From an optimization exercise on the open Yosys and OpenROAD flow, aimed at small area; shortcuts taken in it are not production practice. In this exercise RTL edits were held to simulation tests only and were not proved equivalent to the original. Power is estimated from default activity; no workload was simulated. No driver is modelled on the clock port, so clocking that relies on it looks cheaper here than on a real chip.

## build 86
// marlin_codec
module marlin_codec (
    input  wire        clk,
    input  wire        rst,
    input  wire        rx_valid,
    input  wire [7:0]  rx_byte,
    output wire        rx_result,
    output reg  [3:0]  rx_status,
    output wire [1:0]  msg_kind,
    output wire [15:0] msg_addr,
    output wire [7:0]  msg_bytelen,
    input  wire [7:0]  msg_idx,
    output wire [15:0] msg_word,
    input  wire        tx_req_valid,
    output wire        tx_req_ready,
    input  wire [1:0]  tx_cmd,
    input  wire [15:0] tx_addr,
    input  wire [1:0]  tx_ptype,
    input  wire [31:0] tx_data,
    input  wire        tx_wide,
    input  wire        tx_signed,
    input  wire [8:0]  tx_text_len,
    output wire [7:0]  txt_idx,
    input  wire [7:0]  txt_byte,
    output wire        tx_out_valid,
    input  wire        tx_out_ready,
    output reg  [7:0]  tx_out_byte,
    output reg  [1:0]  tx_status
);
clock: 20.0 ns
lec_check: 0
cap_margin: 10
core_margin: 2
core_utilization: 56
place_density: 0.68
slew_margin: 10
synth_hierarchical: 1
standard.sh (not shown) runs the stock make flow with config.mk's settings and CLKGATE_MAP_FILE= SYNTH_SCRIPT=/design/flow/synth_recipe.tcl, a recipe that flattens the netlist after the stock synthesis.
==> flow/flow/run.sh <==
#!/bin/bash
# Standard ORFS layout with small port buffers and a clock tree without dummy loads.
set -euo pipefail
export BUFFER_PORTS_ARGS="-buffer_cell sky130_fd_sc_hd__buf_1"
export REMOVE_ABC_BUFFERS=1
export CTS_ARGS="-sink_clustering_enable -repair_clock_nets -dont_use_dummy_load -buf_list sky130_fd_sc_hd__clkbuf_16 -sink_clustering_size 30 -sink_clustering_max_diameter 80"
bash standard.sh > standard.log 2>&1
Looking at the reports, build 86 completed the entire flow and the layout it produced met the timing, design-rule and antenna checks.
Inputs modified between build 86 and build 12:
# build 86
export LEC_CHECK = 0
export CAP_MARGIN = 10
export CORE_MARGIN = 2
export CORE_UTILIZATION = 56
export PLACE_DENSITY = 0.68
export SLEW_MARGIN = 10
export SYNTH_HIERARCHICAL = 1
create_clock -name core_clock -period 20.0 [get_ports {clk}]
# build 12
export LEC_CHECK = 0
export CAP_MARGIN = 10
export CORE_MARGIN = 2
export CORE_UTILIZATION = 62
export PLACE_DENSITY = 0.75
export SLEW_MARGIN = 10
export SYNTH_HIERARCHICAL = 1
create_clock -name core_clock -period 20.0 [get_ports {clk}]
--- outcome ---
Build 12 went all the way through the flow, and no timing, DRC or antenna check failed.
What build 12 reported for die area has to be multiplied by 1.11 to get the figure for build 86.
Looking at slack of the critical path, build 12 sits 210 ps below build 86.
Build 12 ended up with a lower routed wire length than build 86 did.
Looking at area growth from synthesis to layout, build 12 sits below build 86.
Met2 demand-to-capacity share in global routing in build 12 vs build 86: up 4.9 points
Inputs modified between build 12 and build 62:
# build 12
export LEC_CHECK = 0
export CAP_MARGIN = 10
export CORE_MARGIN = 2
export CORE_UTILIZATION = 62
export PLACE_DENSITY = 0.75
export SLEW_MARGIN = 10
export SYNTH_HIERARCHICAL = 1
create_clock -name core_clock -period 20.0 [get_ports {clk}]
# build 62
export LEC_CHECK = 0
export CAP_MARGIN = 10
export CORE_MARGIN = 2
export CORE_UTILIZATION = 65
export PLACE_DENSITY = 0.78
export SLEW_MARGIN = 10
export SYNTH_HIERARCHICAL = 1
create_clock -name core_clock -period 20.0 [get_ports {clk}]
[summary]
Final-layout clock buffer total in build 62 is 2 higher than in build 12. Build 62 vs. build 12: total number of vias has increased, data arrival time of the worst path has decreased. Taking build 12 as the reference, in build 62 sequential share of layout area essentially unchanged; power shows an increase of 32 uW; final standard cell area without fillers did not really move; fraction of power consumed by combinational cells comparable; final critical-path required period fell by 110 ps. Filler cell count was lower in build 62 than in build 12. Cmp build 12 and build 62 / total wirelength of the detailed-routed design / lower: build 12. Taking build 12 as the reference point, the worst reg-to-reg path cell count of build 62 falls by 1.

========
marlin_codec, a different RTL version from the one above (not shown whole).
Size: about 600 flip-flops, ~160 I/O pins, about 0.025 mm² of cells after synthesis.
Design marlin_codec, start of the top module:
module marlin_codec (
    input  wire        clk,
    input  wire        rst,
    input  wire        rx_valid,
    input  wire [7:0]  rx_byte,
    output wire        rx_result,
    output reg  [3:0]  rx_status,
    output wire [1:0]  msg_kind,
    output wire [15:0] msg_addr,
    output wire [7:0]  msg_bytelen,
    input  wire [7:0]  msg_idx,
    output wire [15:0] msg_word,
    input  wire        tx_req_valid,
    output wire        tx_req_ready,
    input  wire [1:0]  tx_cmd,
    input  wire [15:0] tx_addr,
    input  wire [1:0]  tx_ptype,
    input  wire [31:0] tx_data,
    input  wire        tx_wide,
    input  wire        tx_signed,
    input  wire [8:0]  tx_text_len,
    output wire [7:0]  txt_idx,
    input  wire [7:0]  txt_byte,
    output wire        tx_out_valid,
    input  wire        tx_out_ready,
    output reg  [7:0]  tx_out_byte,
    output reg  [1:0]  tx_status
);
clock: 20.0 ns
lec_check: 0
cap_margin: 10
core_margin: 2
core_utilization: 62
place_density: 0.68
slew_margin: 10
synth_hierarchical: 1
==> flow/flow/run.sh <==
#!/bin/bash
# Standard ORFS layout with small port buffers and a clock tree without dummy loads.
set -euo pipefail
export BUFFER_PORTS_ARGS="-buffer_cell sky130_fd_sc_hd__buf_1"
export CTS_ARGS="-sink_clustering_enable -repair_clock_nets -dont_use_dummy_load -buf_list sky130_fd_sc_hd__clkbuf_16 -sink_clustering_size 36 -sink_clustering_max_diameter 90"
bash standard.sh > standard.log 2>&1
The first run completed without violations.
Then changed:
==> flow/flow/run.sh (replaced) <==
#!/bin/bash
# Standard ORFS layout with small port buffers and a clock tree without dummy loads.
set -euo pipefail
export BUFFER_PORTS_ARGS="-buffer_cell sky130_fd_sc_hd__buf_1"
export CTS_ARGS="-sink_clustering_enable -repair_clock_nets -dont_use_dummy_load -buf_list sky130_fd_sc_hd__clkbuf_16 -sink_clustering_size 30 -sink_clustering_max_diameter 80"
bash standard.sh > standard.log 2>&1
- PLACE_DENSITY: 0.68 -> 0.75
Outcome: The new run passed the timing, design-rule and antenna checks. Non-clock buffer count shrinks by 3. Hold slack gets worse by 10 ps. Synthesized area stays the same. Synthesized cell count does not change.
Then changed:
- CAP_MARGIN: 10 -> 20
- CORE_UTILIZATION: 62 -> 66
- GPL_TIMING_DRIVEN: not set -> 0
- PLACE_DENSITY: 0.75 -> 0.72
- SLEW_MARGIN: 10 -> 20
Outcome: Design area goes up by about 1.8%. Clock power is about the same. Sequential share of layout area goes down by 1.2 points. Global-route usage goes up by 1.9 points. Wire length stays flat. Area after synthesis stays the same.
Then changed:
- CAP_MARGIN: 20 -> 10
- CORE_UTILIZATION: 66 -> 62
- GPL_TIMING_DRIVEN: 0 -> not set
- PLACE_DENSITY: 0.72 -> 0.68
- SLEW_MARGIN: 20 -> 10
Result:
- wire length climbs by 3.3%
- via count drops by 2.0%
- critical path depth shrinks by 1
- worst setup slack is better by 620 ps
- worst hold slack is better by 18 ps
- flip-flop and latch count does not change
Then changed:
==> flow/flow/run.sh (replaced) <==
#!/bin/bash
# Standard ORFS layout with small port buffers and a clock tree without dummy loads.
set -euo pipefail
export BUFFER_PORTS_ARGS="-buffer_cell sky130_fd_sc_hd__buf_1"
export CTS_ARGS="-sink_clustering_enable -repair_clock_nets -dont_use_dummy_load -buf_list sky130_fd_sc_hd__clkbuf_16 -sink_clustering_size 33 -sink_clustering_max_diameter 80"
bash standard.sh > standard.log 2>&1
- CORE_UTILIZATION: 62 -> 58
- PLACE_DENSITY: 0.68 -> 0.65
Outcome:
- The new run finished with timing, DRC and antenna clean
- die area increases by a few percent
- core utilization decreases by 3.8 points
- worst hold slack degrades by 5.3 ps
- synthesized cell count stays the same
- count of clock-buffer cells in the layout does not change

[static timing again, ports no longer ideal]
Ports are ideal in the flow. The routed layouts listed here were re-timed in OpenROAD.
Step 1 assumes that a clkbuf_16 drives the clock port and a buf_2 every other input.
Step 2 also shifts input and output timing later by t, the mid clock arrival at the registers, as if the neighbouring blocks saw the same clock.
Slacks: no drivers / after step 1 / after step 2; pairs: no drivers / after step 1.
| run | t, ns | slack for setup (ns) | slew at the worst register clock pin (ns) |
|---|---|---|---|
| build 86 | 0.663 | 7.414 / 7.377 / 7.377 | 0.12 / 0.12 |
| build 12 | 0.645 | 7.207 / 7.165 / 7.165 | 0.12 / 0.12 |
| build 62 | 0.653 | 7.319 / 7.293 / 7.293 | 0.12 / 0.12 |
| the first run of note 2 | 0.618 | 7.591 / 7.564 / 7.564 | 0.12 / 0.12 |
| the second run of note 2 | 0.641 | 7.729 / 7.691 / 7.691 | 0.11 / 0.11 |
| the third run of note 2 | 0.641 | 6.992 / 6.965 / 6.965 | 0.11 / 0.11 |
| the fourth run of note 2 | 0.648 | 7.611 / 7.584 / 7.584 | 0.12 / 0.12 |
| the fifth run of note 2 | 0.653 | 7.460 / 7.378 / 7.378 | 0.11 / 0.11 |
After both steps setup and hold are still met in every run listed. The setup slack of the fifth run of note 2, which loses most, moves by -0.082 ns with the drivers and by -0.082 ns with both steps.
